What follows belongs to an exercise in optimizing a design on an open flow for small area; a production flow would make more cautious choices.
In this exercise RTL edits were held to simulation tests only and were not proved equivalent to the original.
Power is estimated from default activity; no workload was simulated. The clock port is modelled as an ideal driver; clocking choices that lean on that would not hold on a real chip.

try-nickel:
// amc131m0x_spi
module amc131m0x_spi (
    input  wire        clk,
    input  wire        rst_n,         
    input  wire        cs_n,
    input  wire        sclk,
    input  wire        mosi,
    output wire        miso,
    input  wire        rst_line_n,    
    output reg         timer_arm,     
    input  wire        timer_done,    
    input  wire [23:0] ch0_code,
    input  wire [23:0] ch1_code,
    input  wire [23:0] ch2_code
);
Size: roughly 1,600 cells after synthesis, ~81 I/O pins, ~27,000 um2 of cells after synthesis.
==> flow/config.mk <==
export PLATFORM = sky130hd
export DESIGN_NAME = amc131m0x_spi
export DESIGN_NICKNAME = amc131m0x_spi
export VERILOG_FILES = /design/flow/design.v
export SDC_FILE = /design/flow/constraint.sdc
export NUM_CORES = 4
export LEC_CHECK = 0
export CAP_MARGIN = 20
export CORE_MARGIN = 2
export CORE_UTILIZATION = 60
export PLACE_DENSITY = 0.85
export SLEW_MARGIN = 20
==> flow/constraint.sdc <==
create_clock -name core_clock -period 12.0 [get_ports {clk}]
set_input_delay 2.4000 -clock core_clock [delete_from_list [all_inputs] [get_ports {clk}]]
set_output_delay 2.4000 -clock core_clock [all_outputs]
set_load 0.01 [all_outputs]
standard.sh (not shown) runs the stock make flow with config.mk's settings and CLKGATE_MAP_FILE= SYNTH_SCRIPT=/design/flow/synth_recipe.tcl, a recipe that flattens the netlist after the stock synthesis.
==> flow/flow/run.sh <==
#!/bin/bash
# Own layout flow: the standard flow (standard.sh, unchanged synthesis and steps)
# with two settings passed to ORFS through the environment:
#  - clock tree synthesis without dummy loads, with larger sink clusters;
#  - port buffers of the smallest buffer cell.
# make's output goes to make.log; ORFS writes each step's log under orfs/logs/.
set -euo pipefail
export CTS_ARGS="-sink_clustering_enable -repair_clock_nets -dont_use_dummy_load -sink_clustering_size 34 -sink_clustering_max_diameter 150"
export BUFFER_PORTS_ARGS="-buffer_cell sky130_fd_sc_hd__buf_1"
bash ./standard.sh > make.log 2>&1
try-nickel went all the way through the flow, and no timing, DRC or antenna check failed.
Setup changes, try-nickel to try-violet
Settings: an added CTS_CLUSTER_SIZE of 30; an added CTS_CLUSTER_DIAMETER of 150.
==> flow/run.sh (new file) <==
#!/bin/bash
# synth_recipe.tcl (not shown) runs the flow's synth.tcl, then flattens the netlist and writes it again
# the make line also repeats each setting of config.mk as NAME=value (left out here)
make -C /OpenROAD-flow-scripts/flow DESIGN_CONFIG=/design/flow/config.mk WORK_HOME=/design/flow/orfs CLKGATE_MAP_FILE= SYNTH_SCRIPT=/design/flow/synth_recipe.tcl finish
removed: flow/flow/run.sh
removed: flow/standard.sh
Findings:
Comparing try-violet and try-nickel, the lower multi-input combinational area share is on try-violet.
Number of diodes essentially unchanged between try-nickel and try-violet.
Total cell area at the placement stage ended up 1.8% higher on try-violet than on try-nickel.
Highest signal layer in the routed design = met5: try-violet; highest signal layer in the routed design = met4: try-nickel
try-violet gives less smallest setup slack after layout than try-nickel did.
Diff try-nickel -> try-violet: combinational fraction of design power grew by 0.3 points; clock buffer count from CTS climbed 13%; wire length of the first global-routing pass went up by about 5%; cell count of the worst reg-to-reg path rose by 1.
Where HPWL after detailed placement is concerned, try-nickel is better than try-violet.
What try-quartz does differently from try-violet at the input level:
Settings: removing CTS_CLUSTER_DIAMETER (formerly 150); removing CTS_CLUSTER_SIZE (formerly 30); removing PLACE_DENSITY (formerly 0.85).
==> flow/flow/run.sh (new file) <==
#!/bin/bash
# Own layout flow: the standard flow (standard.sh, unchanged synthesis and steps)
# with two settings passed to ORFS through the environment:
#  - clock tree synthesis without dummy loads, with larger sink clusters;
#  - port buffers of the smallest buffer cell.
# make's output goes to make.log; ORFS writes each step's log under orfs/logs/.
set -euo pipefail
export CTS_ARGS="-sink_clustering_enable -repair_clock_nets -dont_use_dummy_load -sink_clustering_size 30 -sink_clustering_max_diameter 150"
export BUFFER_PORTS_ARGS="-buffer_cell sky130_fd_sc_hd__buf_1"
bash ./standard.sh > make.log 2>&1
==> flow/standard.sh (new file) <==
#!/bin/bash
# synth_recipe.tcl (not shown) runs the flow's synth.tcl, then flattens the netlist and writes it again
# the make line also repeats each setting of config.mk as NAME=value (left out here)
make -C /OpenROAD-flow-scripts/flow DESIGN_CONFIG=/design/flow/config.mk WORK_HOME=/design/flow/orfs CLKGATE_MAP_FILE= SYNTH_SCRIPT=/design/flow/synth_recipe.tcl "${@:-finish}"
removed: flow/run.sh
### Flow results
Timing, DRC, antenna: 0 failures across try-violet and try-quartz. Compared with try-violet, in try-quartz largest fanout of any net on the critical path now sits lower, worst setup timing slack at the placement stage picked up an extra 0.43 ns. Wire length on try-quartz is ahead of try-violet. Non-clock buffer total of the final layout ended up 1 lower on try-quartz than on try-violet. Fmax: try-quartz above try-violet. Summary of try-quartz over try-violet: minimum setup slack in the final design picked up an extra 0.43 ns, final cell count lost 0.58%. Going from try-violet to try-quartz, the instance area at placement was found to have gone down by 500 um2. try-quartz ends up with lower layout-stage area growth over the synthesis result than try-violet does.

## separate check: timing with driven ports
The flow's constraints put no driver on any port. The routed layouts listed below were extracted and timed again, unchanged, in two steps.
Step 1: set_driving_cell puts a clkbuf_16 on clk and a buf_2 on each other input, an assumption about the parent block.
Step 2, shift: input delay + t, output delay - t, t = (earliest + latest rising clock arrival at the registers) / 2. This alone moves slack from input paths to output paths.
Three values: ideal ports, drivers, drivers and shift; two values: the first two.
| run | shift t [ns] | slack for setup (ns) | worst setup path after step 2 | cell pins on the clock port's net |
|---|---|---|---|---|
| try-nickel | 0.609 | 7.044 / 6.992 / 7.120 | input to register | 1 |
| try-violet | 0.635 | 6.650 / 6.598 / 6.999 | input to register | 1 |
| try-quartz | 0.618 | 7.077 / 7.023 / 7.488 | input to register | 1 |
After both steps every run listed still meets setup and hold.
